Source: an optimization exercise on an open RTL-to-GDS flow (aim: small area). Production flows keep margins and buffers that such runs may drop.
The RTL was checked by simulation tests, not by an equivalence proof against the original design.
Power is estimated from default activity; no workload was simulated.

$ cat design/flow/flow/run.sh
#!/bin/bash
# Standard layout, unchanged.
set -e
bash standard.sh > standard.log 2>&1
$ cat design/flow/standard.sh
#!/bin/bash
# synth_recipe.tcl (not shown) runs the flow's synth.tcl, then flattens the netlist and writes it again
# the make line also repeats each setting of config.mk as NAME=value (left out here)
make -C /OpenROAD-flow-scripts/flow DESIGN_CONFIG=/design/flow/config.mk WORK_HOME=/design/flow/orfs CLKGATE_MAP_FILE= SYNTH_SCRIPT=/design/flow/synth_recipe.tcl "${@:-finish}"
$ cat design/flow/config.mk
export PLATFORM = sky130hd
export DESIGN_NAME = pico_i2c_slave
export DESIGN_NICKNAME = pico_i2c_slave
export VERILOG_FILES = /design/flow/design.v
export SDC_FILE = /design/flow/constraint.sdc
export NUM_CORES = 4
export LEC_CHECK = 0
export CAP_MARGIN = 20
export CORE_MARGIN = 2
export CORE_UTILIZATION = 40
export SLEW_MARGIN = 20
$ cat design/flow/constraint.sdc
create_clock -name core_clock -period 10.0 [get_ports {clk}]
set_input_delay 2.0000 -clock core_clock [delete_from_list [all_inputs] [get_ports {clk}]]
set_output_delay 2.0000 -clock core_clock [all_outputs]
set_load 0.01 [all_outputs]
$ cat design/flow/design.v
module pico_i2c_slave (
    input  wire       clk,
    input  wire       rst,
    input  wire       scl_i,
    input  wire       sda_i,
    output wire       sda_o,
    output reg        rx_ovf,
    output reg        tx_ovf,
    output reg  [1:0] diag_code
);
    localparam [1:0] BE_IDLE = 2'd0,
                     BE_ADDR = 2'd1,
                     BE_RX   = 2'd2,
                     BE_TX   = 2'd3;
    reg [1:0] be;
    reg [3:0] bitcnt;
    reg       rx_eq;
    reg [2:0] rx_lo;
    reg       rw;
    reg       scl_q, sda_q;
    reg       sda_out;
    reg [3:0] head;       
    reg       valid;      
    reg [1:0] mode;       
    reg [7:0] seq;        
    wire scl = scl_i;
    wire sda = sda_i & sda_out;
    wire lc_start = scl_q & scl &  sda_q & ~sda;
    wire lc_stop  = scl_q & scl & ~sda_q &  sda;
    wire lc_rise  = ~scl_q & scl & (sda_q == sda);
    wire lc_fall  = scl_q & ~scl & (sda_q == sda);
    wire addr_hit = rx_eq & (rx_lo[2:1] == 2'b00);
    wire [1:0] rx_class = !rx_eq            ? 2'd0 :
                          (rx_lo == 3'b011) ? 2'd1 :
                          (rx_lo == 3'b100) ? 2'd2 :
                          (rx_lo == 3'b101) ? 2'd3 : 2'd0;
    wire [2:0] tx_pos = (bitcnt == 4'd9) ? 3'd7 : ~bitcnt[2:0];
    reg [6:0] csum0;
    always @* begin
        case (mode)
            2'd0: csum0 = 7'h0C;
            2'd1: csum0 = 7'h49;
            2'd2: csum0 = 7'h0F;
            default: csum0 = 7'h26;
        endcase
    end
    wire [6:0] cx = csum0 ^ seq[6:0];
    wire [7:0] ones;
    assign ones[0] = 1'b1;
    genvar gi;
    generate for (gi = 1; gi < 8; gi = gi + 1) begin : g_ones
        assign ones[gi] = ones[gi-1] & cx[gi-1];
    end endgenerate
    reg cbit;
    always @* begin
        case ({mode, head, bitcnt})
            {2'd0, 4'd0, 4'd1}: cbit = 1'b1;
            {2'd0, 4'd0, 4'd2}: cbit = 1'b1;
            {2'd0, 4'd0, 4'd3}: cbit = 1'b1;
            {2'd0, 4'd0, 4'd4}: cbit = 1'b1;
            {2'd0, 4'd0, 4'd5}: cbit = 1'b1;
            {2'd0, 4'd0, 4'd6}: cbit = 1'b1;
            {2'd0, 4'd0, 4'd7}: cbit = 1'b1;
            {2'd0, 4'd0, 4'd9}: cbit = 1'b1;
            {2'd0, 4'd1, 4'd1}: cbit = 1'b1;
            {2'd0, 4'd1, 4'd2}: cbit = 1'b1;
            {2'd0, 4'd1, 4'd3}: cbit = 1'b1;
            {2'd0, 4'd1, 4'd4}: cbit = 1'b1;
            {2'd0, 4'd1, 4'd5}: cbit = 1'b1;
            {2'd0, 4'd1, 4'd6}: cbit = 1'b1;
            {2'd0, 4'd1, 4'd7}: cbit = 1'b1;
            {2'd0, 4'd1, 4'd9}: cbit = 1'b1;
            {2'd0, 4'd2, 4'd1}: cbit = 1'b0;
            {2'd0, 4'd2, 4'd2}: cbit = 1'b0;
            {2'd0, 4'd2, 4'd3}: cbit = 1'b0;
            {2'd0, 4'd2, 4'd4}: cbit = 1'b0;
            {2'd0, 4'd2, 4'd5}: cbit = 1'b0;
            {2'd0, 4'd2, 4'd6}: cbit = 1'b0;
            {2'd0, 4'd2, 4'd7}: cbit = 1'b0;
            {2'd0, 4'd2, 4'd9}: cbit = 1'b0;
            {2'd0, 4'd3, 4'd1}: cbit = 1'b0;
            {2'd0, 4'd3, 4'd2}: cbit = 1'b0;
            {2'd0, 4'd3, 4'd3}: cbit = 1'b0;
            {2'd0, 4'd3, 4'd4}: cbit = 1'b0;
            {2'd0, 4'd3, 4'd5}: cbit = 1'b0;
            {2'd0, 4'd3, 4'd6}: cbit = 1'b0;
            {2'd0, 4'd3, 4'd7}: cbit = 1'b0;
            {2'd0, 4'd3, 4'd9}: cbit = 1'b0;
            {2'd0, 4'd4, 4'd1}: cbit = 1'b0;
            {2'd0, 4'd4, 4'd2}: cbit = 1'b0;
            {2'd0, 4'd4, 4'd3}: cbit = 1'b0;
            {2'd0, 4'd4, 4'd4}: cbit = 1'b0;
            {2'd0, 4'd4, 4'd5}: cbit = 1'b0;
            {2'd0, 4'd4, 4'd6}: cbit = 1'b0;
            {2'd0, 4'd4, 4'd7}: cbit = 1'b0;
            {2'd0, 4'd4, 4'd9}: cbit = 1'b0;
            {2'd0, 4'd5, 4'd1}: cbit = 1'b0;
            {2'd0, 4'd5, 4'd2}: cbit = 1'b0;
            {2'd0, 4'd5, 4'd3}: cbit = 1'b0;
            {2'd0, 4'd5, 4'd4}: cbit = 1'b0;
            {2'd0, 4'd5, 4'd5}: cbit = 1'b0;
            {2'd0, 4'd5, 4'd6}: cbit = 1'b0;
            {2'd0, 4'd5, 4'd7}: cbit = 1'b0;
            {2'd0, 4'd5, 4'd9}: cbit = 1'b0;
            {2'd0, 4'd6, 4'd1}: cbit = 1'b0;
            {2'd0, 4'd6, 4'd2}: cbit = 1'b0;
            {2'd0, 4'd6, 4'd3}: cbit = 1'b0;
            {2'd0, 4'd6, 4'd4}: cbit = 1'b0;
            {2'd0, 4'd6, 4'd5}: cbit = 1'b0;
            {2'd0, 4'd6, 4'd6}: cbit = 1'b0;
            {2'd0, 4'd6, 4'd7}: cbit = 1'b0;
            {2'd0, 4'd6, 4'd9}: cbit = 1'b0;
            {2'd0, 4'd7, 4'd1}: cbit = 1'b0;
            {2'd0, 4'd7, 4'd2}: cbit = 1'b0;
            {2'd0, 4'd7, 4'd3}: cbit = 1'b0;
            {2'd0, 4'd7, 4'd4}: cbit = 1'b0;
            {2'd0, 4'd7, 4'd5}: cbit = 1'b0;
            {2'd0, 4'd7, 4'd6}: cbit = 1'b0;
            {2'd0, 4'd7, 4'd7}: cbit = 1'b0;
            {2'd0, 4'd7, 4'd9}: cbit = 1'b0;
            {2'd0, 4'd8, 4'd1}: cbit = 1'b0;
            {2'd0, 4'd8, 4'd2}: cbit = 1'b0;
            {2'd0, 4'd8, 4'd3}: cbit = 1'b0;
            {2'd0, 4'd8, 4'd4}: cbit = 1'b0;
            {2'd0, 4'd8, 4'd5}: cbit = 1'b0;
            {2'd0, 4'd8, 4'd6}: cbit = 1'b0;
            {2'd0, 4'd8, 4'd7}: cbit = 1'b0;
            {2'd0, 4'd8, 4'd9}: cbit = 1'b0;
            {2'd0, 4'd9, 4'd1}: cbit = 1'b0;
            {2'd0, 4'd9, 4'd2}: cbit = 1'b0;
            {2'd0, 4'd9, 4'd3}: cbit = 1'b0;
            {2'd0, 4'd9, 4'd4}: cbit = 1'b0;
            {2'd0, 4'd9, 4'd5}: cbit = 1'b0;
            {2'd0, 4'd9, 4'd6}: cbit = 1'b0;
            {2'd0, 4'd9, 4'd7}: cbit = 1'b0;
            {2'd0, 4'd9, 4'd9}: cbit = 1'b0;
            {2'd0, 4'd10, 4'd1}: cbit = 1'b0;
            {2'd0, 4'd10, 4'd2}: cbit = 1'b0;
            {2'd0, 4'd10, 4'd3}: cbit = 1'b0;
            {2'd0, 4'd10, 4'd4}: cbit = 1'b0;
            {2'd0, 4'd10, 4'd5}: cbit = 1'b0;
            {2'd0, 4'd10, 4'd6}: cbit = 1'b0;
            {2'd0, 4'd10, 4'd7}: cbit = 1'b0;
            {2'd0, 4'd10, 4'd9}: cbit = 1'b0;
            {2'd0, 4'd11, 4'd1}: cbit = 1'b0;
            {2'd0, 4'd11, 4'd2}: cbit = 1'b0;
            {2'd0, 4'd11, 4'd3}: cbit = 1'b0;
            {2'd0, 4'd11, 4'd4}: cbit = 1'b0;
            {2'd0, 4'd11, 4'd5}: cbit = 1'b0;
            {2'd0, 4'd11, 4'd6}: cbit = 1'b0;
            {2'd0, 4'd11, 4'd7}: cbit = 1'b0;
            {2'd0, 4'd11, 4'd9}: cbit = 1'b0;
            {2'd0, 4'd12, 4'd1}: cbit = 1'b0;
            {2'd0, 4'd12, 4'd2}: cbit = 1'b0;
            {2'd0, 4'd12, 4'd3}: cbit = 1'b0;
            {2'd0, 4'd12, 4'd4}: cbit = 1'b0;
            {2'd0, 4'd12, 4'd5}: cbit = 1'b0;
            {2'd0, 4'd12, 4'd6}: cbit = 1'b0;
            {2'd0, 4'd12, 4'd7}: cbit = 1'b1;
            {2'd0, 4'd12, 4'd9}: cbit = 1'b0;
            {2'd0, 4'd14, 4'd1}: cbit = 1'b0;
            {2'd0, 4'd14, 4'd2}: cbit = 1'b0;
            {2'd0, 4'd14, 4'd3}: cbit = 1'b0;
            {2'd0, 4'd14, 4'd4}: cbit = 1'b1;
            {2'd0, 4'd14, 4'd5}: cbit = 1'b1;
            {2'd0, 4'd14, 4'd6}: cbit = 1'b0;
            {2'd0, 4'd14, 4'd7}: cbit = 1'b0;
            {2'd0, 4'd14, 4'd9}: cbit = 1'b0;
            {2'd1, 4'd0, 4'd1}: cbit = 1'b1;
            {2'd1, 4'd0, 4'd2}: cbit = 1'b0;
            {2'd1, 4'd0, 4'd3}: cbit = 1'b0;
            {2'd1, 4'd0, 4'd4}: cbit = 1'b1;
            {2'd1, 4'd0, 4'd5}: cbit = 1'b0;
            {2'd1, 4'd0, 4'd6}: cbit = 1'b0;
            {2'd1, 4'd0, 4'd7}: cbit = 1'b0;
            {2'd1, 4'd0, 4'd9}: cbit = 1'b0;
            {2'd1, 4'd1, 4'd1}: cbit = 1'b1;
            {2'd1, 4'd1, 4'd2}: cbit = 1'b1;
            {2'd1, 4'd1, 4'd3}: cbit = 1'b0;
            {2'd1, 4'd1, 4'd4}: cbit = 1'b0;
            {2'd1, 4'd1, 4'd5}: cbit = 1'b0;
            {2'd1, 4'd1, 4'd6}: cbit = 1'b0;
            {2'd1, 4'd1, 4'd7}: cbit = 1'b1;
            {2'd1, 4'd1, 4'd9}: cbit = 1'b0;
            {2'd1, 4'd2, 4'd1}: cbit = 1'b1;
            {2'd1, 4'd2, 4'd2}: cbit = 1'b1;
            {2'd1, 4'd2, 4'd3}: cbit = 1'b0;
            {2'd1, 4'd2, 4'd4}: cbit = 1'b1;
            {2'd1, 4'd2, 4'd5}: cbit = 1'b1;
            {2'd1, 4'd2, 4'd6}: cbit = 1'b1;
            {2'd1, 4'd2, 4'd7}: cbit = 1'b0;
            {2'd1, 4'd2, 4'd9}: cbit = 1'b0;
            {2'd1, 4'd3, 4'd1}: cbit = 1'b1;
            {2'd1, 4'd3, 4'd2}: cbit = 1'b1;
            {2'd1, 4'd3, 4'd3}: cbit = 1'b0;
            {2'd1, 4'd3, 4'd4}: cbit = 1'b0;
            {2'd1, 4'd3, 4'd5}: cbit = 1'b1;
            {2'd1, 4'd3, 4'd6}: cbit = 1'b0;
            {2'd1, 4'd3, 4'd7}: cbit = 1'b0;
            {2'd1, 4'd3, 4'd9}: cbit = 1'b0;
            {2'd1, 4'd4, 4'd1}: cbit = 1'b1;
            {2'd1, 4'd4, 4'd2}: cbit = 1'b1;
            {2'd1, 4'd4, 4'd3}: cbit = 1'b1;
            {2'd1, 4'd4, 4'd4}: cbit = 1'b0;
            {2'd1, 4'd4, 4'd5}: cbit = 1'b0;
            {2'd1, 4'd4, 4'd6}: cbit = 1'b1;
            {2'd1, 4'd4, 4'd7}: cbit = 1'b0;
            {2'd1, 4'd4, 4'd9}: cbit = 1'b0;
            {2'd1, 4'd5, 4'd1}: cbit = 1'b1;
            {2'd1, 4'd5, 4'd2}: cbit = 1'b1;
            {2'd1, 4'd5, 4'd3}: cbit = 1'b0;
            {2'd1, 4'd5, 4'd4}: cbit = 1'b0;
            {2'd1, 4'd5, 4'd5}: cbit = 1'b0;
            {2'd1, 4'd5, 4'd6}: cbit = 1'b0;
            {2'd1, 4'd5, 4'd7}: cbit = 1'b1;
            {2'd1, 4'd5, 4'd9}: cbit = 1'b0;
            {2'd1, 4'd6, 4'd1}: cbit = 1'b1;
            {2'd1, 4'd6, 4'd2}: cbit = 1'b1;
            {2'd1, 4'd6, 4'd3}: cbit = 1'b0;
            {2'd1, 4'd6, 4'd4}: cbit = 1'b0;
            {2'd1, 4'd6, 4'd5}: cbit = 1'b1;
            {2'd1, 4'd6, 4'd6}: cbit = 1'b0;
            {2'd1, 4'd6, 4'd7}: cbit = 1'b0;
            {2'd1, 4'd6, 4'd9}: cbit = 1'b0;
            {2'd1, 4'd7, 4'd1}: cbit = 1'b0;
            {2'd1, 4'd7, 4'd2}: cbit = 1'b1;
            {2'd1, 4'd7, 4'd3}: cbit = 1'b0;
            {2'd1, 4'd7, 4'd4}: cbit = 1'b0;
            {2'd1, 4'd7, 4'd5}: cbit = 1'b0;
            {2'd1, 4'd7, 4'd6}: cbit = 1'b0;
            {2'd1, 4'd7, 4'd7}: cbit = 1'b0;
            {2'd1, 4'd7, 4'd9}: cbit = 1'b0;
            {2'd1, 4'd8, 4'd1}: cbit = 1'b0;
            {2'd1, 4'd8, 4'd2}: cbit = 1'b1;
            {2'd1, 4'd8, 4'd3}: cbit = 1'b1;
            {2'd1, 4'd8, 4'd4}: cbit = 1'b0;
            {2'd1, 4'd8, 4'd5}: cbit = 1'b0;
            {2'd1, 4'd8, 4'd6}: cbit = 1'b0;
            {2'd1, 4'd8, 4'd7}: cbit = 1'b0;
            {2'd1, 4'd8, 4'd9}: cbit = 1'b0;
            {2'd1, 4'd9, 4'd1}: cbit = 1'b0;
            {2'd1, 4'd9, 4'd2}: cbit = 1'b1;
            {2'd1, 4'd9, 4'd3}: cbit = 1'b1;
            {2'd1, 4'd9, 4'd4}: cbit = 1'b0;
            {2'd1, 4'd9, 4'd5}: cbit = 1'b0;
            {2'd1, 4'd9, 4'd6}: cbit = 1'b0;
            {2'd1, 4'd9, 4'd7}: cbit = 1'b0;
            {2'd1, 4'd9, 4'd9}: cbit = 1'b0;
            {2'd1, 4'd10, 4'd1}: cbit = 1'b0;
            {2'd1, 4'd10, 4'd2}: cbit = 1'b1;
            {2'd1, 4'd10, 4'd3}: cbit = 1'b1;
            {2'd1, 4'd10, 4'd4}: cbit = 1'b0;
            {2'd1, 4'd10, 4'd5}: cbit = 1'b0;
            {2'd1, 4'd10, 4'd6}: cbit = 1'b0;
            {2'd1, 4'd10, 4'd7}: cbit = 1'b0;
            {2'd1, 4'd10, 4'd9}: cbit = 1'b0;
            {2'd1, 4'd11, 4'd1}: cbit = 1'b0;
            {2'd1, 4'd11, 4'd2}: cbit = 1'b1;
            {2'd1, 4'd11, 4'd3}: cbit = 1'b1;
            {2'd1, 4'd11, 4'd4}: cbit = 1'b0;
            {2'd1, 4'd11, 4'd5}: cbit = 1'b0;
            {2'd1, 4'd11, 4'd6}: cbit = 1'b0;
            {2'd1, 4'd11, 4'd7}: cbit = 1'b1;
            {2'd1, 4'd11, 4'd9}: cbit = 1'b0;
            {2'd1, 4'd12, 4'd1}: cbit = 1'b0;
            {2'd1, 4'd12, 4'd2}: cbit = 1'b0;
            {2'd1, 4'd12, 4'd3}: cbit = 1'b0;
            {2'd1, 4'd12, 4'd4}: cbit = 1'b0;
            {2'd1, 4'd12, 4'd5}: cbit = 1'b0;
            {2'd1, 4'd12, 4'd6}: cbit = 1'b1;
            {2'd1, 4'd12, 4'd7}: cbit = 1'b1;
            {2'd1, 4'd12, 4'd9}: cbit = 1'b0;
            {2'd1, 4'd14, 4'd1}: cbit = 1'b1;
            {2'd1, 4'd14, 4'd2}: cbit = 1'b0;
            {2'd1, 4'd14, 4'd3}: cbit = 1'b0;
            {2'd1, 4'd14, 4'd4}: cbit = 1'b1;
            {2'd1, 4'd14, 4'd5}: cbit = 1'b0;
            {2'd1, 4'd14, 4'd6}: cbit = 1'b0;
            {2'd1, 4'd14, 4'd7}: cbit = 1'b1;
            {2'd1, 4'd14, 4'd9}: cbit = 1'b0;
            {2'd2, 4'd0, 4'd1}: cbit = 1'b0;
            {2'd2, 4'd0, 4'd2}: cbit = 1'b1;
            {2'd2, 4'd0, 4'd3}: cbit = 1'b1;
            {2'd2, 4'd0, 4'd4}: cbit = 1'b1;
            {2'd2, 4'd0, 4'd5}: cbit = 1'b0;
            {2'd2, 4'd0, 4'd6}: cbit = 1'b1;
            {2'd2, 4'd0, 4'd7}: cbit = 1'b1;
            {2'd2, 4'd0, 4'd9}: cbit = 1'b0;
            {2'd2, 4'd1, 4'd1}: cbit = 1'b1;
            {2'd2, 4'd1, 4'd2}: cbit = 1'b0;
            {2'd2, 4'd1, 4'd3}: cbit = 1'b1;
            {2'd2, 4'd1, 4'd4}: cbit = 1'b1;
            {2'd2, 4'd1, 4'd5}: cbit = 1'b0;
            {2'd2, 4'd1, 4'd6}: cbit = 1'b0;
            {2'd2, 4'd1, 4'd7}: cbit = 1'b1;
            {2'd2, 4'd1, 4'd9}: cbit = 1'b0;
            {2'd2, 4'd2, 4'd1}: cbit = 1'b1;
            {2'd2, 4'd2, 4'd2}: cbit = 1'b1;
            {2'd2, 4'd2, 4'd3}: cbit = 1'b0;
            {2'd2, 4'd2, 4'd4}: cbit = 1'b1;
            {2'd2, 4'd2, 4'd5}: cbit = 1'b0;
            {2'd2, 4'd2, 4'd6}: cbit = 1'b0;
            {2'd2, 4'd2, 4'd7}: cbit = 1'b0;
            {2'd2, 4'd2, 4'd9}: cbit = 1'b1;
            {2'd2, 4'd3, 4'd1}: cbit = 1'b0;
            {2'd2, 4'd3, 4'd2}: cbit = 1'b1;
            {2'd2, 4'd3, 4'd3}: cbit = 1'b0;
            {2'd2, 4'd3, 4'd4}: cbit = 1'b1;
            {2'd2, 4'd3, 4'd5}: cbit = 1'b0;
            {2'd2, 4'd3, 4'd6}: cbit = 1'b1;
            {2'd2, 4'd3, 4'd7}: cbit = 1'b0;
            {2'd2, 4'd3, 4'd9}: cbit = 1'b0;
            {2'd2, 4'd4, 4'd1}: cbit = 1'b1;
            {2'd2, 4'd4, 4'd2}: cbit = 1'b1;
            {2'd2, 4'd4, 4'd3}: cbit = 1'b0;
            {2'd2, 4'd4, 4'd4}: cbit = 1'b1;
            {2'd2, 4'd4, 4'd5}: cbit = 1'b0;
            {2'd2, 4'd4, 4'd6}: cbit = 1'b0;
            {2'd2, 4'd4, 4'd7}: cbit = 1'b1;
            {2'd2, 4'd4, 4'd9}: cbit = 1'b1;
            {2'd2, 4'd5, 4'd1}: cbit = 1'b0;
            {2'd2, 4'd5, 4'd2}: cbit = 1'b1;
            {2'd2, 4'd5, 4'd3}: cbit = 1'b1;
            {2'd2, 4'd5, 4'd4}: cbit = 1'b0;
            {2'd2, 4'd5, 4'd5}: cbit = 1'b0;
            {2'd2, 4'd5, 4'd6}: cbit = 1'b0;
            {2'd2, 4'd5, 4'd7}: cbit = 1'b1;
            {2'd2, 4'd5, 4'd9}: cbit = 1'b1;
            {2'd2, 4'd6, 4'd1}: cbit = 1'b0;
            {2'd2, 4'd6, 4'd2}: cbit = 1'b1;
            {2'd2, 4'd6, 4'd3}: cbit = 1'b1;
            {2'd2, 4'd6, 4'd4}: cbit = 1'b1;
            {2'd2, 4'd6, 4'd5}: cbit = 1'b1;
            {2'd2, 4'd6, 4'd6}: cbit = 1'b1;
            {2'd2, 4'd6, 4'd7}: cbit = 1'b0;
            {2'd2, 4'd6, 4'd9}: cbit = 1'b1;
            {2'd2, 4'd7, 4'd1}: cbit = 1'b1;
            {2'd2, 4'd7, 4'd2}: cbit = 1'b0;
            {2'd2, 4'd7, 4'd3}: cbit = 1'b1;
            {2'd2, 4'd7, 4'd4}: cbit = 1'b1;
            {2'd2, 4'd7, 4'd5}: cbit = 1'b0;
            {2'd2, 4'd7, 4'd6}: cbit = 1'b0;
            {2'd2, 4'd7, 4'd7}: cbit = 1'b0;
            {2'd2, 4'd7, 4'd9}: cbit = 1'b1;
            {2'd2, 4'd8, 4'd1}: cbit = 1'b0;
            {2'd2, 4'd8, 4'd2}: cbit = 1'b0;
            {2'd2, 4'd8, 4'd3}: cbit = 1'b0;
            {2'd2, 4'd8, 4'd4}: cbit = 1'b0;
            {2'd2, 4'd8, 4'd5}: cbit = 1'b0;
            {2'd2, 4'd8, 4'd6}: cbit = 1'b0;
            {2'd2, 4'd8, 4'd7}: cbit = 1'b0;
            {2'd2, 4'd8, 4'd9}: cbit = 1'b0;
            {2'd2, 4'd9, 4'd1}: cbit = 1'b0;
            {2'd2, 4'd9, 4'd2}: cbit = 1'b0;
            {2'd2, 4'd9, 4'd3}: cbit = 1'b0;
            {2'd2, 4'd9, 4'd4}: cbit = 1'b0;
            {2'd2, 4'd9, 4'd5}: cbit = 1'b0;
            {2'd2, 4'd9, 4'd6}: cbit = 1'b0;
            {2'd2, 4'd9, 4'd7}: cbit = 1'b0;
            {2'd2, 4'd9, 4'd9}: cbit = 1'b0;
            {2'd2, 4'd10, 4'd1}: cbit = 1'b0;
            {2'd2, 4'd10, 4'd2}: cbit = 1'b0;
            {2'd2, 4'd10, 4'd3}: cbit = 1'b0;
            {2'd2, 4'd10, 4'd4}: cbit = 1'b0;
            {2'd2, 4'd10, 4'd5}: cbit = 1'b0;
            {2'd2, 4'd10, 4'd6}: cbit = 1'b0;
            {2'd2, 4'd10, 4'd7}: cbit = 1'b0;
            {2'd2, 4'd10, 4'd9}: cbit = 1'b0;
            {2'd2, 4'd11, 4'd1}: cbit = 1'b0;
            {2'd2, 4'd11, 4'd2}: cbit = 1'b0;
            {2'd2, 4'd11, 4'd3}: cbit = 1'b0;
            {2'd2, 4'd11, 4'd4}: cbit = 1'b0;
            {2'd2, 4'd11, 4'd5}: cbit = 1'b0;
            {2'd2, 4'd11, 4'd6}: cbit = 1'b0;
            {2'd2, 4'd11, 4'd7}: cbit = 1'b0;
            {2'd2, 4'd11, 4'd9}: cbit = 1'b0;
            {2'd2, 4'd12, 4'd1}: cbit = 1'b0;
            {2'd2, 4'd12, 4'd2}: cbit = 1'b0;
            {2'd2, 4'd12, 4'd3}: cbit = 1'b0;
            {2'd2, 4'd12, 4'd4}: cbit = 1'b0;
            {2'd2, 4'd12, 4'd5}: cbit = 1'b1;
            {2'd2, 4'd12, 4'd6}: cbit = 1'b0;
            {2'd2, 4'd12, 4'd7}: cbit = 1'b0;
            {2'd2, 4'd12, 4'd9}: cbit = 1'b0;
            {2'd2, 4'd14, 4'd1}: cbit = 1'b0;
            {2'd2, 4'd14, 4'd2}: cbit = 1'b0;
            {2'd2, 4'd14, 4'd3}: cbit = 1'b0;
            {2'd2, 4'd14, 4'd4}: cbit = 1'b1;
            {2'd2, 4'd14, 4'd5}: cbit = 1'b1;
            {2'd2, 4'd14, 4'd6}: cbit = 1'b1;
            {2'd2, 4'd14, 4'd7}: cbit = 1'b1;
            {2'd2, 4'd14, 4'd9}: cbit = 1'b1;
            {2'd3, 4'd0, 4'd1}: cbit = 1'b1;
            {2'd3, 4'd0, 4'd2}: cbit = 1'b0;
            {2'd3, 4'd0, 4'd3}: cbit = 1'b0;
            {2'd3, 4'd0, 4'd4}: cbit = 1'b0;
            {2'd3, 4'd0, 4'd5}: cbit = 1'b0;
            {2'd3, 4'd0, 4'd6}: cbit = 1'b0;
            {2'd3, 4'd0, 4'd7}: cbit = 1'b1;
            {2'd3, 4'd0, 4'd9}: cbit = 1'b0;
            {2'd3, 4'd1, 4'd1}: cbit = 1'b1;
            {2'd3, 4'd1, 4'd2}: cbit = 1'b0;
            {2'd3, 4'd1, 4'd3}: cbit = 1'b0;
            {2'd3, 4'd1, 4'd4}: cbit = 1'b0;
            {2'd3, 4'd1, 4'd5}: cbit = 1'b0;
            {2'd3, 4'd1, 4'd6}: cbit = 1'b1;
            {2'd3, 4'd1, 4'd7}: cbit = 1'b0;
            {2'd3, 4'd1, 4'd9}: cbit = 1'b0;
            {2'd3, 4'd2, 4'd1}: cbit = 1'b1;
            {2'd3, 4'd2, 4'd2}: cbit = 1'b0;
            {2'd3, 4'd2, 4'd3}: cbit = 1'b0;
            {2'd3, 4'd2, 4'd4}: cbit = 1'b0;
            {2'd3, 4'd2, 4'd5}: cbit = 1'b0;
            {2'd3, 4'd2, 4'd6}: cbit = 1'b1;
            {2'd3, 4'd2, 4'd7}: cbit = 1'b1;
            {2'd3, 4'd2, 4'd9}: cbit = 1'b0;
            {2'd3, 4'd3, 4'd1}: cbit = 1'b1;
            {2'd3, 4'd3, 4'd2}: cbit = 1'b0;
            {2'd3, 4'd3, 4'd3}: cbit = 1'b0;
            {2'd3, 4'd3, 4'd4}: cbit = 1'b0;
            {2'd3, 4'd3, 4'd5}: cbit = 1'b1;
            {2'd3, 4'd3, 4'd6}: cbit = 1'b0;
            {2'd3, 4'd3, 4'd7}: cbit = 1'b0;
            {2'd3, 4'd3, 4'd9}: cbit = 1'b0;
            {2'd3, 4'd4, 4'd1}: cbit = 1'b0;
            {2'd3, 4'd4, 4'd2}: cbit = 1'b1;
            {2'd3, 4'd4, 4'd3}: cbit = 1'b1;
            {2'd3, 4'd4, 4'd4}: cbit = 1'b0;
            {2'd3, 4'd4, 4'd5}: cbit = 1'b0;
            {2'd3, 4'd4, 4'd6}: cbit = 1'b0;
            {2'd3, 4'd4, 4'd7}: cbit = 1'b1;
            {2'd3, 4'd4, 4'd9}: cbit = 1'b0;
            {2'd3, 4'd5, 4'd1}: cbit = 1'b0;
            {2'd3, 4'd5, 4'd2}: cbit = 1'b1;
            {2'd3, 4'd5, 4'd3}: cbit = 1'b1;
            {2'd3, 4'd5, 4'd4}: cbit = 1'b0;
            {2'd3, 4'd5, 4'd5}: cbit = 1'b0;
            {2'd3, 4'd5, 4'd6}: cbit = 1'b1;
            {2'd3, 4'd5, 4'd7}: cbit = 1'b0;
            {2'd3, 4'd5, 4'd9}: cbit = 1'b0;
            {2'd3, 4'd6, 4'd1}: cbit = 1'b0;
            {2'd3, 4'd6, 4'd2}: cbit = 1'b1;
            {2'd3, 4'd6, 4'd3}: cbit = 1'b1;
            {2'd3, 4'd6, 4'd4}: cbit = 1'b0;
            {2'd3, 4'd6, 4'd5}: cbit = 1'b0;
            {2'd3, 4'd6, 4'd6}: cbit = 1'b1;
            {2'd3, 4'd6, 4'd7}: cbit = 1'b1;
            {2'd3, 4'd6, 4'd9}: cbit = 1'b0;
            {2'd3, 4'd7, 4'd1}: cbit = 1'b0;
            {2'd3, 4'd7, 4'd2}: cbit = 1'b1;
            {2'd3, 4'd7, 4'd3}: cbit = 1'b1;
            {2'd3, 4'd7, 4'd4}: cbit = 1'b0;
            {2'd3, 4'd7, 4'd5}: cbit = 1'b1;
            {2'd3, 4'd7, 4'd6}: cbit = 1'b0;
            {2'd3, 4'd7, 4'd7}: cbit = 1'b0;
            {2'd3, 4'd7, 4'd9}: cbit = 1'b0;
            {2'd3, 4'd8, 4'd1}: cbit = 1'b0;
            {2'd3, 4'd8, 4'd2}: cbit = 1'b1;
            {2'd3, 4'd8, 4'd3}: cbit = 1'b1;
            {2'd3, 4'd8, 4'd4}: cbit = 1'b0;
            {2'd3, 4'd8, 4'd5}: cbit = 1'b1;
            {2'd3, 4'd8, 4'd6}: cbit = 1'b0;
            {2'd3, 4'd8, 4'd7}: cbit = 1'b1;
            {2'd3, 4'd8, 4'd9}: cbit = 1'b0;
            {2'd3, 4'd9, 4'd1}: cbit = 1'b0;
            {2'd3, 4'd9, 4'd2}: cbit = 1'b1;
            {2'd3, 4'd9, 4'd3}: cbit = 1'b1;
            {2'd3, 4'd9, 4'd4}: cbit = 1'b0;
            {2'd3, 4'd9, 4'd5}: cbit = 1'b1;
            {2'd3, 4'd9, 4'd6}: cbit = 1'b1;
            {2'd3, 4'd9, 4'd7}: cbit = 1'b0;
            {2'd3, 4'd9, 4'd9}: cbit = 1'b0;
            {2'd3, 4'd10, 4'd1}: cbit = 1'b0;
            {2'd3, 4'd10, 4'd2}: cbit = 1'b1;
            {2'd3, 4'd10, 4'd3}: cbit = 1'b1;
            {2'd3, 4'd10, 4'd4}: cbit = 1'b0;
            {2'd3, 4'd10, 4'd5}: cbit = 1'b1;
            {2'd3, 4'd10, 4'd6}: cbit = 1'b1;
            {2'd3, 4'd10, 4'd7}: cbit = 1'b1;
            {2'd3, 4'd10, 4'd9}: cbit = 1'b0;
            {2'd3, 4'd11, 4'd1}: cbit = 1'b0;
            {2'd3, 4'd11, 4'd2}: cbit = 1'b1;
            {2'd3, 4'd11, 4'd3}: cbit = 1'b1;
            {2'd3, 4'd11, 4'd4}: cbit = 1'b1;
            {2'd3, 4'd11, 4'd5}: cbit = 1'b0;
            {2'd3, 4'd11, 4'd6}: cbit = 1'b0;
            {2'd3, 4'd11, 4'd7}: cbit = 1'b0;
            {2'd3, 4'd11, 4'd9}: cbit = 1'b0;
            {2'd3, 4'd12, 4'd1}: cbit = 1'b0;
            {2'd3, 4'd12, 4'd2}: cbit = 1'b0;
            {2'd3, 4'd12, 4'd3}: cbit = 1'b0;
            {2'd3, 4'd12, 4'd4}: cbit = 1'b0;
            {2'd3, 4'd12, 4'd5}: cbit = 1'b1;
            {2'd3, 4'd12, 4'd6}: cbit = 1'b0;
            {2'd3, 4'd12, 4'd7}: cbit = 1'b1;
            {2'd3, 4'd12, 4'd9}: cbit = 1'b0;
            {2'd3, 4'd14, 4'd1}: cbit = 1'b0;
            {2'd3, 4'd14, 4'd2}: cbit = 1'b1;
            {2'd3, 4'd14, 4'd3}: cbit = 1'b0;
            {2'd3, 4'd14, 4'd4}: cbit = 1'b0;
            {2'd3, 4'd14, 4'd5}: cbit = 1'b1;
            {2'd3, 4'd14, 4'd6}: cbit = 1'b1;
            {2'd3, 4'd14, 4'd7}: cbit = 1'b0;
            {2'd3, 4'd14, 4'd9}: cbit = 1'b0;
            default: cbit = 1'b0;
        endcase
    end
    wire seqb = seq[tx_pos];
    wire tx_bit = (head == 4'd15) ? 1'b1 :
                  !valid          ? 1'b0 :
                  cbit ^ (seqb & (head == 4'd13 | head == 4'd14)) ^ (ones[tx_pos] & (head == 4'd14));
    wire ev_rx = lc_fall & (be == BE_RX) & (bitcnt == 4'd8);
    wire fetch = lc_fall & (bitcnt == 4'd9) &
                 ((be == BE_ADDR & rw) | (be == BE_TX & ~rx_lo[0]));
    wire keep = (be == BE_ADDR) | (be == BE_TX) | (be == BE_RX & head == 4'd0);
    assign sda_o = sda_out;
    always @(posedge clk) begin
        if (rst) begin
            be      <= BE_IDLE;
            rw      <= 1'b0;
            scl_q   <= 1'b1;
            sda_q   <= 1'b1;
            sda_out <= 1'b1;
        end else begin
            scl_q <= scl;
            sda_q <= sda;
            if (lc_start || lc_stop) begin
                be      <= lc_start ? BE_ADDR : BE_IDLE;
                bitcnt  <= 4'd0;
                sda_out <= 1'b1;
            end else if (lc_rise) begin
                if (be != BE_IDLE && bitcnt != 4'd9) begin
                    bitcnt <= bitcnt + 4'd1;
                    if (keep) begin
                        if (bitcnt <= 4'd4)
                            rx_eq <= (bitcnt == 4'd0 | rx_eq) &
                                     (sda == (be == BE_ADDR & bitcnt == 4'd4));
                        else if (bitcnt != 4'd8 || be == BE_TX)
                            rx_lo <= {rx_lo[1:0], sda};
                    end
                end
            end else if (lc_fall) begin
                case (be)
                    BE_ADDR: begin
                        if (bitcnt == 4'd8) begin
                            if (addr_hit) begin
                                rw      <= rx_lo[0];
                                sda_out <= 1'b0;
                            end else begin
                                be <= BE_IDLE;
                            end
                        end else if (bitcnt == 4'd9) begin
                            bitcnt <= 4'd0;
                            if (!rw) begin
                                be      <= BE_RX;
                                sda_out <= 1'b1;
                            end else begin
                                be      <= BE_TX;
                                sda_out <= tx_bit;
                            end
                        end
                    end
                    BE_RX: begin
                        if (bitcnt == 4'd8) begin
                            sda_out <= 1'b0;
                        end else if (bitcnt == 4'd9) begin
                            sda_out <= 1'b1;
                            bitcnt  <= 4'd0;
                        end
                    end
                    BE_TX: begin
                        if (bitcnt >= 4'd1 && bitcnt <= 4'd7) begin
                            sda_out <= tx_bit;
                        end else if (bitcnt == 4'd8) begin
                            sda_out <= 1'b1;
                        end else if (bitcnt == 4'd9) begin
                            bitcnt <= 4'd0;
                            if (!rx_lo[0]) begin
                                sda_out <= tx_bit;
                            end else begin
                                be      <= BE_IDLE;
                                sda_out <= 1'b1;
                            end
                        end
                    end
                    default: ;
                endcase
            end
        end
    end
    always @(posedge clk) begin
        if (rst) begin
            valid     <= 1'b0;
            rx_ovf    <= 1'b0;
            tx_ovf    <= 1'b0;
            diag_code <= 2'd0;
        end else begin
            diag_code <= 2'd0;
            if (lc_start || lc_stop) begin
                head <= 4'd0;
            end else if (ev_rx) begin
                if (head == 4'd9) begin
                    head      <= 4'd0;
                    rx_ovf    <= 1'b1;
                    diag_code <= 2'd1;
                end else begin
                    head <= head + 4'd1;
                    if (head == 4'd8) begin
                        valid <= 1'b1;
                        mode  <= rx_class;
                        seq   <= valid ? seq + 8'd1 : 8'd0;
                    end
                end
            end else if (lc_rise & (be == BE_TX) & (bitcnt == 4'd8)) begin
                head <= head + 4'd1;
            end else if (fetch & (head == 4'd15)) begin
                tx_ovf    <= 1'b1;
                diag_code <= 2'd2;
            end
        end
    end
endmodule
==> flow_results.org, run 1 <==
** Status
- Result of the run :: timing/DRC/antenna clean

** Yosys
- Count of mapped cells out of synthesis :: 343
- The synthesized netlist devotes 26.38% of its cell area to simple gates.
- Complex-gate fraction of the synthesized area :: 21.08%
- In this run the biggest area consumer among cell types represents 22.54% of the synthesized area.
- In this run, synthesis produced a sequential element count of 33.
- The netlist uses 66 different library cells.
- Synthesized-area fraction occupied by adder cells :: 8.536%
- sky130_fd_sc_hd__edfxtp_1 takes more of the synthesized area than any other cell.
- By area the synthesized netlist is led by sky130_fd_sc_hd__edfxtp_1, sky130_fd_sc_hd__ha_1, sky130_fd_sc_hd__dfxtp_1.
- For this run, the number of Yosys warnings is 1.
- The synthesized netlist devotes 5.335% of its cell area to XOR and XNOR gates.
- Of the post-synthesis cell area, the part taken by muxes is 2.433%.
- For this run, the register share of the synthesized area comes to 30.05%.
- Dominant register cell in the synthesized netlist :: sky130_fd_sc_hd__edfxtp_1
- By area, the combinational part of the netlist is dominated by simple AND/OR/NAND/NOR gates.
- In this run, synthesis inferred 22 flip-flops with an integrated enable.
- Of all flip-flops after synthesis, the portion carrying an async set or reset was 0%.
- The cell area that synthesis handed to floorplanning was 2932 um2.
- Average cell area after synthesis :: 8.547 um2
- Counting every net in the synthesized netlist gives 367.

** Timing
- Clock Skews :: 6.021 ps
- Setup repair after global routing left no endpoint under its margin.
- Setup violations remaining at the end of the flow were counted as 0.
- Headroom to the max-slew limit came out at 39.24%.
- Of the available clock period, the critical path in the final layout requires 41.59%.
- The final hold violation count was 0.
- Minimum clock period after layout :: 4159 ps
- Based on the critical path, the design can be clocked at up to 240.5 MHz.
- Worst Tran Pin Value :: 911.4 ps
- Adding up every negative setup slack in the final design gives 0 ps.
- The final count of pins violating max slew was 0.

** Floorplanning
- Die span in x :: 89.61 um
- Die height :: 89.61 um
- Number of top-level pins :: 9
- The core region is 7176 um2.
- The floorplan step defined a die boundary enclosing 8030 um2.
- Initial cell density of the core :: 40.85%
- The floorplan has 31 rows.

** Clock network
- Clock-pin slew was measured on the worst setup and hold paths at 70 ps.
- Post-CTS repair changed the size of 0 cells.
- Buffers added to address setup during post-CTS repair amount to 0.
- Hold-fix buffers at CTS :: 0
- TritonCTS clock tree :: done
- Counting along the longest clock path gives a buffer depth of 2.
- Cts bufs inserted :: 5
- CTS saw 33 sinks.
- The clock reaches the later pin of the worst-skew pair after 290 ps.
- Buffer type at the clock tree root :: sky130_fd_sc_hd__clkbuf_8
- Total number of H-tree levels :: 2

** Setup path
- The worst setup path is of the in -> reg kind.
- The largest single stage delay on the critical path is 480 ps.
- Data arrival time of the worst path :: 4090 ps
- In this design, the critical path's most frequently occurring cell is sky130_fd_sc_hd__and3_1.
- Critical path, cell by cell :: clkdlybuf4s50_1 -> nand2_2 -> xnor2_2 -> nor3b_2 -> and3_1 -> and3_1 -> and3b_1
- Type of destination of the critical path :: flip-flop
- Required time of the critical path :: 9930 ps
- Of all nets on the critical path, the largest fanout is 11.
- The worst setup path is launched from a primary input.
- Critical-path top delay cell :: sky130_fd_sc_hd__and3b_1

** GRT
- Wire length of the first global-routing pass :: 12520 um
- The via count of the first global-routing pass came to 2493.
- Largest net degree at the start of global routing :: 37
- Summed over all layers, the global routing overflow is 0.
- Global routing consumed, over all layers together, 20.16% of the routing resources.
- Antenna violations before repair :: 0

** Power
- Cell Pwr Density :: 101.9 nW/um2
- Power Total :: 319.4 uW
- Maximum vdd ir drop :: 0.09292 mV
- In this run the static leakage power is 0.001217 uW.

** Worst hold path
- Hold/Removal Path Class :: reg -> reg

** Routing
- Routed WL per cell :: 16.76 um
- Total length of routed wires :: 7309 um
- For this run, design rule violations remaining after detail routing come to 0.
- For this block, the initial DRC count from the detailed router was 169.
- The detail route stage leaves a number of antenna-violating nets equal to 0.
- Detailed routing inserted a total of 2589 vias.
- The first detailed-routing pass took 5 iterations.
- After detailed routing, the number of vias per cell comes to 5.938.

** Placed design
- The congestion estimate from routability-driven global placement came to 0.9311.
- The wire-length estimate of the detail-placed layout is 5190 um.
- Port Buffers :: 8

** Final layout
- # diodes :: 0
- Nets@finish :: 360
- The area growth from synthesis to layout is 6.957%.
- Share of cells above drive strength 1 :: 6.825%

** Run
- Max-cap violations in this run came to 0.
==> final cells by class <==
cell class | instances | area, um2
Clock inverter | 2 | 16.27
Inverter | 15 | 56.30
Clock buffer | 6 | 93.84
Sequential cell | 33 | 880.8
Multi-Input combinational cell | 271 | 1869
Tap cell | 99 | 123.9
Fill cell | 740 | 4040
Timing Repair Buffer | 10 | 95.09
==> worst max-delay path: cells and delay by family <==
kind / cells / cell delay (ps)
xor+xnor: 1 / 180
buf+inv: 1 / 470
simple gates: 5 / 1430
==> synthesized netlist by cell type, types with 5 or more instances <==
cell type and number:
sky130_fd_sc_hd__nor2b_1 8, sky130_fd_sc_hd__a21oi_1 16, sky130_fd_sc_hd__buf_2 13, sky130_fd_sc_hd__nand3_1 15, sky130_fd_sc_hd__edfxtp_1 22, sky130_fd_sc_hd__and2_1 12, sky130_fd_sc_hd__and3_1 6, sky130_fd_sc_hd__nand2_1 25
sky130_fd_sc_hd__nor3_1 7, sky130_fd_sc_hd__ha_1 20, sky130_fd_sc_hd__xnor2_1 9, sky130_fd_sc_hd__nand4_1 10, sky130_fd_sc_hd__nor2_1 29, sky130_fd_sc_hd__inv_1 14, sky130_fd_sc_hd__xor2_1 7, sky130_fd_sc_hd__clkbuf_1 7
sky130_fd_sc_hd__dfxtp_1 11, sky130_fd_sc_hd__nand2b_1 8, sky130_fd_sc_hd__mux2i_1 6, sky130_fd_sc_hd__o21ai_0 13, sky130_fd_sc_hd__a21o_1 5
==> sequential cells by signal, summed over array words and instances, names as in the netlist <==
register,cells
seq,8
bitcnt,4
head,4
rx_lo,3
be,2
diag_code,2
mode,2
rw,1
rx_eq,1
rx_ovf,1
scl_q,1
sda_out,1
sda_q,1
tx_ovf,1
valid,1
==> cells by family (layout without fill, tap and decap cells) <==
family                     Yosys count  in the layout
AOI/OAI and AO/OA                   84             84
muxes                                7              7
DFF                                 33             33
and+or+nand+nor                    143            143
adders and majority gates           20             20
buffers and inverters               39             33
xor gates and xnor gates            17             17
==> path summary, 6_finish.rpt <==
check	from	endpoint	slack [ps]	depth (start not counted)
worst min-delay path	rx_ovf$_SDFFE_PP0P_	rx_ovf$_SDFFE_PP0P_	460	1
worst max register to register	bitcnt[1]$_SDFFCE_PP0P_	seq[5]$_SDFFCE_PN0P_	6620	7
worst max-delay path	sda_i	seq[5]$_SDFFCE_PN0P_	5840	7
worst min register to register	rx_ovf$_SDFFE_PP0P_	rx_ovf$_SDFFE_PP0P_	460	1
==> power breakdown <==
part	internal, uW	switching, uW
combinational	20.0	29.5
sequential	148	6.38
clock	64.4	51.6
total	232	87.5
==> cell usage in the layout, fill, tap and decap left out, drive strengths merged, types with 7 or more instances in the layout <==
master	Yosys	layout
nand3	15	15
nand4	10	10
xnor2	10	10
nand2b	8	8
a21oi	16	16
nand2	26	26
xor2	7	7
edfxtp	22	22
nor2b	8	8
inv	14	14
ha	20	20
dfxtp	11	11
o21ai	15	15
nor3	7	7
and2	13	13
clkdlybuf4s50	0	8
nor2	29	29
==> metal layers <==
layer / global-route usage (%) / up-vias / share of wire, %
li1: - / 1239 / -
met1: 27.81 / 1267 / 46
met2: 32.15 / 73 / 47
met3: 3.108 / 10 / 5.0
met4: 7.056 / 0 / 1.7
met5: 0 / - / 0
==> per-stage QoR <==
step / cells / hold slack [ps] / util [%] / setup slack [ps] / area [um2]
2_1_floorplan: 343 / 471.4 / - / 6339 / 2932
5_1_grt: 436 / 474.4 / 43.70 / 5623 / 3136
3_3_place_gp: 428 / 434.9 / 42.16 / 5602 / 3025
3_5_place_dp: 428 / 441.6 / 42.16 / 5516 / 3025
6_report: 436 / 456.6 / 43.70 / 5841 / 3136
4_1_cts: 436 / 456.0 / 43.70 / 5827 / 3136
==> run 2, diff against run 1 <==
==> design/flow/run.sh (new file) <==
#!/bin/bash
# synth_recipe.tcl (not shown) runs the flow's synth.tcl, then flattens the netlist and writes it again
# the make line also repeats each setting of config.mk as NAME=value (left out here)
make -C /OpenROAD-flow-scripts/flow DESIGN_CONFIG=/design/flow/config.mk WORK_HOME=/design/flow/orfs CLKGATE_MAP_FILE= SYNTH_SCRIPT=/design/flow/synth_recipe.tcl finish
removed: design/flow/flow/run.sh
removed: design/flow/standard.sh
==> flow_results.org, run 2 <==
** Final layout
- Number of flip-flops in the largest register :: 8 (unchanged)
- Growth of design area from synthesis to finish :: 6.957% (unchanged)
- Area of all placed cells without fillers :: 3136 um2 (unchanged)
- The register with the highest flop count is seq (unchanged).
- Nets@finish :: 360 (unchanged)
- The share of post-route cells with drive strength above 1 was 6.825% (unchanged).
- # diodes :: 0 (unchanged)
- Commonest non-fill, non-tap cell in the layout :: sky130_fd_sc_hd__nor2_1 (unchanged)
- Top library cells by usage in the layout, fill and taps aside :: sky130_fd_sc_hd__nor2_1, sky130_fd_sc_hd__nand2_1, sky130_fd_sc_hd__edfxtp_1, sky130_fd_sc_hd__ha_1, sky130_fd_sc_hd__a21oi_1 (unchanged)
- Top flop regs :: seq (8), bitcnt (4), head (4) (unchanged)
- Filler instances :: 740 (unchanged)

** Clock network
- The CTS sink count is 33 (unchanged).
- The TritonCTS clock tree is done (unchanged).
- Clock buffer depth :: 2 (unchanged)
- Number of buffers inserted to repair setup after CTS :: 0 (unchanged)
- Clock transition at the register clock pins on the worst setup and hold paths after CTS :: 70 ps (about the same)
- Clock insertion delay at the later pin of the skew report :: 290 ps (about the same)
- Hold-fix buffers at CTS :: 0 (unchanged)
- Total of cells resized after clock tree synthesis :: 0 (unchanged)
- The number of buffers created by CTS came to 5 (unchanged).
- The clock root buffer is sky130_fd_sc_hd__clkbuf_8 (unchanged).
- Total number of H-tree levels :: 2 (unchanged)

** GRT
- Wire length of the first global-routing pass :: 12520 um (unchanged)
- The maximum number of pins on one net before global-route repair is 37 (unchanged).
- Antenna violations before repair :: 0 (unchanged)
- The via count of the first global-routing pass is 2493 (unchanged).
- The overall global routing resource usage came to 20.16% (unchanged).
- Leftover overflow at the end of global routing :: 0 (unchanged)

** Floorplanning
- The number of top-level pins was 9 (unchanged).
- The number of placement rows was 31 (unchanged).
- Area of the core :: 7176 um2 (unchanged)
- Die height :: 89.61 um (unchanged)
- Area of the die :: 8030 um2 (unchanged)
- Initial cell density of the core :: 40.85% (unchanged)
- The die outline width is 89.61 um (unchanged).

** Yosys
- The number of enable-type register cells in the synthesized netlist came to 22 (unchanged).
- Dominant cells by area after synthesis :: sky130_fd_sc_hd__edfxtp_1, sky130_fd_sc_hd__ha_1, sky130_fd_sc_hd__dfxtp_1 (unchanged)
- Average cell area after synthesis :: 8.547 um2 (unchanged)
- Cell variety after synth :: 66 (unchanged)
- Most used standard cells in the synthesized netlist: sky130_fd_sc_hd__nor2_1, sky130_fd_sc_hd__nand2_1, sky130_fd_sc_hd__edfxtp_1 (unchanged).
- The synthesized instance count was 343 (unchanged).
- The number of nets produced by synthesis is 367 (unchanged).
- Netlist area before placement :: 2932 um2 (unchanged)
- The number of register bits inferred by synthesis is 33 (unchanged).
- Leading cell type by number of instances after synthesis :: sky130_fd_sc_hd__nor2_1 (unchanged)
- The count of synthesis-stage warnings from yosys came to 1 (unchanged).
- Share of synthesized registers carrying an async set or reset :: 0% (unchanged)
- The prevailing post-synth register cell is sky130_fd_sc_hd__edfxtp_1 (unchanged).
- The cell taking the most area after synthesis was sky130_fd_sc_hd__edfxtp_1 (unchanged).
- Share of the synthesized area in the top cell type :: 22.54% (unchanged)
- The share of synthesized area occupied by flip-flops and latches came to 30.05% (unchanged).

** Timing
- Final setup violation count :: 0 (unchanged)
- The worst hold slack is 456.6 ps (unchanged).
- Worst Tran Pin Value :: 911.4 ps (unchanged)
- The clock period minus final worst setup slack is 4159 ps (unchanged).
- Final Cycle Share :: 41.59% (unchanged)
- Slew Viols, Final :: 0 (unchanged)
- The worst slew margin relative to its limit is 39.24% (unchanged).
- Final Worst Setup Slack :: 5841 ps (unchanged)
- Clock Skews :: 6.021 ps (unchanged)
- Number of failing hold endpoints at the final stage :: 0 (unchanged)
- Sum of negative setup slack :: 0 ps (unchanged)
- The peak clock frequency supported by timing was 240.5 MHz (unchanged).
- Unrepaired setup endpoints after global routing: false (unchanged).

** Setup path
- The startpoint type of the worst setup path is a primary input (unchanged).
- Reg2reg path depth :: 7 (unchanged)
- Critical path, cell by cell :: clkdlybuf4s50_1 -> nand2_2 -> xnor2_2 -> nor3b_2 -> and3_1 -> and3_1 -> and3b_1 (unchanged)
- The data required time of the critical path is 9930 ps (about the same).
- The most prevalent standard cell on the critical path is sky130_fd_sc_hd__and3_1 (unchanged).
- Max Fanout on Critical Path :: 11 (unchanged)
- The critical-path cell with the highest stage delay was sky130_fd_sc_hd__and3b_1 (unchanged).
- Critical path's largest stage delay :: 480 ps (about the same)
- WS Path Type :: in -> reg (unchanged)
- Register-to-register setup slack :: 6620 ps (about the same)
- Data arrival time of the worst path :: 4090 ps (about the same)
- Crit Reg-Reg Startpoint :: bitcnt[1]$_SDFFCE_PP0P_ (unchanged)
- Type of destination of the critical path :: flip-flop (unchanged)
- Crit Reg-Reg Endpoint :: seq[5]$_SDFFCE_PN0P_ (unchanged)

** Routing
- The via count of the routed design was 2589 (unchanged).
- Detail-routed via count per cell :: 5.938 (unchanged)
- Antenna Nets Post-Route :: 0 (unchanged)
- DRC violations left :: 0 (unchanged)
- DRC violation total after the first TritonRoute iteration :: 169 (unchanged)
- The number of iterations in the first detailed-routing pass was 5 (unchanged).
- The wire length reported by the detailed router is 7309 um (unchanged).
- The post-detailed-route wirelength per cell is 16.76 um (unchanged).

** Placed design
- Final GP Congestion :: 0.9311 (unchanged)
- Placed instance area :: 3025 um2 (unchanged)
- The worst slack after detailed placement was 5516 ps (unchanged).
- The number of buffers inserted by port buffering came to 8 (unchanged).
- The HPWL reported at the end of detailed placement was 5190 um (unchanged).

** Power
- The cell leakage power is 0.001217 uW (unchanged).
- The worst ir drop on vdd is 0.09292 mV (unchanged).
- Cell Pwr Density :: 101.9 nW/um2 (unchanged)
- Power Total :: 319.4 uW (unchanged)

** Worst hold path
- Startpoint of the worst hold path :: rx_ovf$_SDFFE_PP0P_ (unchanged)
- Hold Crit Endpoint :: rx_ovf$_SDFFE_PP0P_ (unchanged)
- Hold/Removal Path Class :: reg -> reg (unchanged)
- Hold Path Cell Cnt :: 1 (unchanged)

** Run
- Max-cap viol count :: 0 (unchanged)

** Status
- Result of the run :: timing/DRC/antenna clean (unchanged)
==> run 2: worst max path at each step <==
stage / startpoint / end / slack [ps]
after floorplan: sda_i / mode[0]$_SDFFCE_PN0P_ / 6340
after global placement: sda_i / seq[2]$_SDFFCE_PN0P_ / 5600
after detailed placement: sda_i / seq[2]$_SDFFCE_PN0P_ / 5520
after CTS: sda_i / seq[7]$_SDFFCE_PN0P_ / 5830
after global routing: sda_i / seq[7]$_SDFFCE_PN0P_ / 5620
final: sda_i / seq[5]$_SDFFCE_PN0P_ / 5840
==> run 2: logic make-up (layout without fill, tap and decap cells) <==
family	after synthesis	count (layout)	share of synthesized area [%]
DFF	33	33	30.05
AOI/OAI and AO/OA	84	84	21.09
buffers and inverters	39	33	6.189
and+or+nand+nor	143	143	26.38
muxes	7	7	2.433
xor gates and xnor gates	17	17	5.335
adders and majority gates	20	20	8.536
==> run 2: metal layers <==
metal / wire length [um] / GRT usage, %
met1: 3362 / 27.81
met2: 3460 / 32.15
met3: 364 / 3.108
met4: 121 / 7.056
met5: 0 / 0
==> run 2: layout make-up <==
type | instances | area [um2] | area share [%]
Clock inverter | 2 | 16.27 | 0.5188
Timing Repair Buffer | 10 | 95.09 | 3.033
Tap cell | 99 | 123.9 | 3.951
Clock buffer | 6 | 93.84 | 2.993
Multi-Input combinational cell | 271 | 1869 | 59.62
Sequential cell | 33 | 880.8 | 28.09
Inverter | 15 | 56.30 | 1.796
==> run 2: through the flow <==
stage / cells / util (%)
final: 436 / 43.70
after global routing: 436 / 43.70
after CTS: 436 / 43.70
after detailed placement: 428 / 42.16
after global placement: 428 / 42.16
after floorplan: 343 / -
==> run 2: power by group <==
| part | internal (uW) | leakage, uW | switching [uW] |
|---|---|---|---|
| Sequential | 148 | 0.000310 | 6.38 |
| Combinational | 20.0 | 0.000855 | 29.5 |
| Clock | 64.4 | 0.0000525 | 51.6 |
| Total | 232 | 0.00122 | 87.5 |
==> run 2: worst max-delay path: cells and delay by family <==
kind / cells / cell delay, ps
xor gates and xnor gates: 1 / 180
buffers and inverters: 1 / 470
and+or+nand+nor: 5 / 1430
==> run 3, diff against run 2 <==
==> design/flow/flow/run.sh (new file) <==
#!/bin/bash
# Layout flow: the standard synthesis, then the combinational logic of
# the synthesized netlist is re-mapped by ABC with a stronger area script
# (flip-flops keep their instances, names and cell types), then the rest of
# the standard layout from floorplan to finish.
# Each tool's full output goes to a log file in this folder.
set -euo pipefail
HERE=$(pwd)
RES=$HERE/orfs/results/${FLOW_PLATFORM:-sky130hd}/pico_i2c_slave/base
YOSYS=$FLOW_HOME/../tools/install/yosys/bin/yosys
[ -x "$YOSYS" ] || YOSYS=yosys

bash standard.sh synth > standard_synth.log 2>&1

cp $RES/1_2_yosys.v $HERE/synth_standard.v
export LIB=$FLOW_HOME/platforms/sky130hd/lib/sky130_fd_sc_hd__tt_025C_1v80.lib
export IN_V=$HERE/synth_standard.v
export OUT_V=$HERE/synth_reopt
export TOP=${FLOW_TOP:-pico_i2c_slave}
export ABC_SCRIPT=$HERE/flow/reopt.abc
export DONT_USE="$(sed -n '/^export DONT_USE_CELLS/,/^#/p' $FLOW_HOME/platforms/sky130hd/config.mk | grep -o 'sky130_fd_sc_hd__[a-z0-9_]*' | tr '\n' ' ')"
export KEEP_CELLS="$(grep -o 'sky130_fd_sc_hd__[a-z0-9_]*' $IN_V | sort -u | grep -E '__(df|edf|sdf|dl|conb|tap|fill|decap|diode)' | tr '\n' ' ')"
$YOSYS -c $HERE/flow/reopt.tcl > reopt_yosys.log 2>&1
python3 $HERE/flow/pick_top.py $OUT_V.all $OUT_V.v $TOP > pick_top.log 2>&1

# Hand the re-mapped netlist to the rest of the standard flow.
cp $OUT_V.v $RES/1_2_yosys.v
touch $RES/1_2_yosys.v
bash standard.sh finish > standard_finish.log 2>&1
==> design/flow/flow/pick_top.py (new file) <==
# Keep only the top module of a Yosys netlist (drops the library cell models).
import sys, re
s = open(sys.argv[1]).read()
mods = re.findall(r'(module\s+(\S+?)\s*\(.*?endmodule)', s, re.S)
top = [m for m, n in mods if n == sys.argv[3]]
assert len(top) == 1, "top module not found"
open(sys.argv[2], 'w').write(top[0] + "\n")
print("kept", sys.argv[3], "of", [n for m, n in mods][:5], "...")
==> design/flow/flow/reopt.abc (new file) <==
strash
balance
rewrite
refactor
balance
rewrite
rewrite -z
balance
refactor -z
rewrite -z
balance
balance
rewrite
refactor
balance
rewrite
rewrite -z
balance
refactor -z
rewrite -z
balance
balance
rewrite
refactor
balance
rewrite
rewrite -z
balance
refactor -z
rewrite -z
balance
dch
amap
topo
==> design/flow/flow/reopt.tcl (new file) <==
# Re-map the combinational logic of a mapped sky130hd netlist.
# Flip-flops (and tie cells) are kept as they are: same instances, names and
# cell types. Every other cell is replaced by its function (from the
# liberty file) and the logic is re-mapped by ABC with an area script.
yosys -import
set lib    $::env(LIB)
set in     $::env(IN_V)
set out    $::env(OUT_V)
set top    $::env(TOP)
set script $::env(ABC_SCRIPT)
read_liberty -ignore_miss_func $lib
read_verilog $in
hierarchy -top $top
foreach c $::env(KEEP_CELLS) { setattr -mod -set keep_hierarchy 1 $c }
flatten
opt_clean -purge
opt -purge
set du {}
foreach c $::env(DONT_USE) { lappend du -dont_use $c }
abc -liberty $lib {*}$du -script $script
opt_clean -purge
hilomap -singleton -hicell sky130_fd_sc_hd__conb_1 HI -locell sky130_fd_sc_hd__conb_1 LO
splitnets
opt_clean -purge
tee -o $out.stat stat -liberty $lib
write_verilog -noattr -noexpr -nohex -nodec $out.all
==> design/flow/standard.sh (new file) <==
#!/bin/bash
# synth_recipe.tcl (not shown) runs the flow's synth.tcl, then flattens the netlist and writes it again
# the make line also repeats each setting of config.mk as NAME=value (left out here)
make -C /OpenROAD-flow-scripts/flow DESIGN_CONFIG=/design/flow/config.mk WORK_HOME=/design/flow/orfs CLKGATE_MAP_FILE= SYNTH_SCRIPT=/design/flow/synth_recipe.tcl "${@:-finish}"
removed: design/flow/run.sh
==> flow_results.org, run 3 <==
** Clock network
- The clock insertion delay at the later pin of the skew report was 290 ps (about the same).
- The maximum clock insertion buffer count came to 2 (unchanged).
- The number of buffers inserted by hold repair at cts was 0 (unchanged).
- TritonCTS clock tree :: done (unchanged)
- Clock transition at the register clock pins on the worst setup and hold paths after CTS :: 70 ps (about the same)
- The number of buffers created by CTS was 5 (unchanged).
- The clock root buffer is sky130_fd_sc_hd__clkbuf_8 (unchanged).
- Clock tree sinks :: 33 (unchanged)
- The post-CTS setup repair buffer count came to 0 (unchanged).
- The depth of the CTS H-tree was 2 (unchanged).
- The total of cells resized after clock tree synthesis came to 0 (unchanged).

** Routing
- Total length of routed wires :: 6526 um (was 7309 um)
- Detailed-route via count :: 2408 (was 2589)
- Antenna Nets Post-Route :: 0 (unchanged)
- DRC violation total after the first TritonRoute iteration :: 290 (was 169)
- The post-detailed-route wirelength per cell is 16.44 um (was 16.76 um).
- The number of iterations in the first detailed-routing pass came to 5 (unchanged).
- The post-detailed-route via-to-cell ratio is 6.065 (was 5.938).
- The residual DRC count was 0 (unchanged).

** Placed design
- The worst slack after detailed placement was 4711 ps (was 5516 ps).
- The final estimated routing congestion in global placement is 0.9375 (was 0.9311).
- The number of buffers inserted by port buffering came to 8 (unchanged).
- Detailed-placement wirelength estimate :: 4854 um (was 5190 um)

** Yosys
- The mean cell area of the mapped netlist was 7.346 um2 (was 8.547 um2).
- Netlist area before placement :: 2277 um2 (was 2932 um2)
- Synthesized Nets :: 314 (was 367)
- Warnings from Yosys :: 1 (unchanged)
- The synthesized instance count was 310 (was 343).

** Setup path
- The startpoint type of the worst setup path is a primary input (unchanged).
- Data arrival time of the worst path :: 4940 ps (was 4090 ps)
- Family of cells with the greatest summed delay on the critical path :: simple AND/OR/NAND/NOR gates (unchanged)
- Critical path startpoint :: sda_i (unchanged)
- Cell with the most instances on the worst path :: sky130_fd_sc_hd__or3_1 (was sky130_fd_sc_hd__and3_1)
- The critical path's largest stage delay was 660 ps (was 480 ps).
- The critical path depth came to 10 (was 7).
- Required time of the critical path :: 9910 ps (was 9930 ps)
- Critical-path top delay cell :: sky130_fd_sc_hd__nor2_1 (was sky130_fd_sc_hd__and3b_1)
- WS Path Type :: in -> reg (unchanged)
- Crit Reg-Reg Startpoint :: bitcnt[0]$_SDFFCE_PP0P_ (was bitcnt[1]$_SDFFCE_PP0P_)
- Critical path, cell by cell :: clkdlybuf4s50_1 -> nand2_1 -> nand2_1 -> o21ai_0 -> nor2b_1 -> nand3_1 -> or3_1 -> or3_1 -> or3_1 -> nor2_1 (was clkdlybuf4s50_1 -> nand2_2 -> xnor2_2 -> nor3b_2 -> and3_1 -> and3_1 -> and3b_1)
- The critical path buffer and inverter count is 1 (unchanged).
- Max Fanout on Critical Path :: 10 (was 11)
- The worst reg-to-reg path cell count came to 10 (was 7).
- The kind of end point of the critical path is a flip-flop (unchanged).

** Timing
- Minimum clock period after layout :: 5028 ps (was 4159 ps)
- The final hold violation count came to 0 (unchanged).
- Final setup violation count :: 0 (unchanged)
- Unrepaired setup endpoints after global routing: false (unchanged).
- The peak clock frequency supported by timing is 198.9 MHz (was 240.5 MHz).
- Final Worst Setup Slack :: 4972 ps (was 5841 ps)
- The sum of negative setup slack came to 0 ps (unchanged).
- Clock Skews :: 7.821 ps (was 6.021 ps)
- Relative slew slack :: 45.29% (was 39.24%)
- The fraction of the cycle the final worst path needs was 50.28% (was 41.59%).
- Slew Viols, Final :: 0 (unchanged)
- Worst Tran Pin Value :: 817.7 ps (was 911.4 ps)

** Worst hold path
- The worst hold path class is reg -> reg (unchanged).
- The worst hold path depth was 1 (unchanged).
- Startpoint of the worst hold path :: tx_ovf$_SDFFE_PP0P_ (was rx_ovf$_SDFFE_PP0P_)

** Floorplanning
- The area enclosed by the die boundary was 6312 um2 (was 8030 um2).
- Initial cell density of the core :: 41.35% (was 40.85%)
- The core area is 5507 um2 (was 7176 um2).
- The height of the chip was 79.45 um (was 89.61 um).
- The number of top-level pins was 9 (unchanged).
- Number of cell rows :: 27 (was 31)
- Die span in x :: 79.45 um (was 89.61 um)

** Final layout
- The count of filler cells inserted in the layout was 580 (was 740).
- Commonest non-fill, non-tap cell in the layout :: sky130_fd_sc_hd__nor2_1 (unchanged)
- The number of antenna cells inserted came to 0 (unchanged).
- Nets@finish :: 329 (was 360)
- The number of flip-flops in the largest register came to 8 (unchanged).
- Top flop regs: seq (8), bitcnt (4), head (4) (unchanged).
- Share of cells above drive strength 1 :: 1.538% (was 6.825%)
- Most flop-heavy register :: seq (unchanged)
- Top library cells by usage in the layout, fill and taps aside :: sky130_fd_sc_hd__nor2_1, sky130_fd_sc_hd__clkinv_1, sky130_fd_sc_hd__nand2_1 (was sky130_fd_sc_hd__nor2_1, sky130_fd_sc_hd__nand2_1, sky130_fd_sc_hd__edfxtp_1, sky130_fd_sc_hd__ha_1, sky130_fd_sc_hd__a21oi_1)
- Growth of design area from synthesis to finish :: 10.82% (was 6.957%)

** Power
- Cell Pwr Density :: 112.4 nW/um2 (was 101.9 nW/um2)
- The worst ir drop on vdd came to 0.08048 mV (was 0.09292 mV).
- The cell leakage power was 0.0007965 uW (was 0.001217 uW).

** GRT
- The global-route wire length before repair is 10620 um (was 12520 um).
- The overall global routing resource usage is 21.61% (was 20.16%).
- The maximum number of pins on one net before global-route repair is 15 (was 37).
- The total overflow reported by the global router is 0 (unchanged).
- Vias in the first global route :: 2172 (was 2493)
- Antenna violations before repair :: 0 (unchanged)

** Status
- Result of the run: timing/DRC/antenna clean (unchanged).

** Run
- The number of maximum-capacitance violations was 0 (unchanged).
[run 3: path summary, 6_finish.rpt]
kind	endpoint	slack (ps)
max	seq[4]$_SDFFCE_PN0P_	4970
min	tx_ovf$_SDFFE_PP0P_	460
max reg2reg	seq[4]$_SDFFCE_PN0P_	5980
min reg2reg	tx_ovf$_SDFFE_PP0P_	460
[run 3: layer usage]
layer,global-route usage (%),vias to the layer above,share of wire (%)
met3,4.525,10,6.7
li1,-,1184,-
met2,32.69,104,45
met4,7.241,0,1.8
met5,0,-,0
met1,30.66,1110,47
[run 3: power breakdown]
part / internal, uW / switching, uW / leakage (uW)
Clock: 46.8 / 44.6 / 0.0000387
Combinational: 12.6 / 25.8 / 0.000454
Sequential: 148 / 5.85 / 0.000304
[run 3: through the flow]
stage | util, % | cell area [um2] | cells | hold slack (ps) | total power, uW
2_1_floorplan | - | 2277 | 310 | 458.9 | 181.8
3_3_place_gp | 44.44 | 2447 | 390 | 436.6 | 194.2
3_5_place_dp | 44.44 | 2447 | 390 | 446.0 | 193.7
4_1_cts | 45.83 | 2524 | 397 | 462.5 | 285.1
5_1_grt | 45.83 | 2524 | 397 | 470.9 | 295.8
6_report | 45.83 | 2524 | 397 | 458.9 | 283.6
[run 3: layout make-up]
type	count	area, um2	area share (%)
tap	72	90.09	3.570
clock buffer	6	72.57	2.876
sequential	33	880.8	34.90
timing repair buffer	8	80.08	3.173
multi-input combinational	231	1224	48.49
clock inverter	1	3.754	0.1487
inverter	46	172.7	6.842

[port drivers added, routing unchanged]
Ports are ideal in the flow. The routed layouts listed here were re-timed in OpenROAD.
Step 1, drivers: a clkbuf_16 drives clk and a buf_2 each remaining input, both assumed.
Step 2 times the ports against the registers' clock, not the clock port: input delays grow and output delays shrink by t, the midpoint of the rising clock arrivals with the driver on.
Slacks: no drivers / after step 1 / after step 2; pairs: no drivers / after step 1.
run	t (ns)	setup WS [ns]	worst slew at a driven data input, ns
run 1	0.318	5.841 / 5.845 / 5.527	0.03
run 2	0.318	5.841 / 5.845 / 5.527	0.03
run 3	0.310	4.972 / 4.979 / 4.669	0.03
After both steps setup and hold are still met in every run listed.
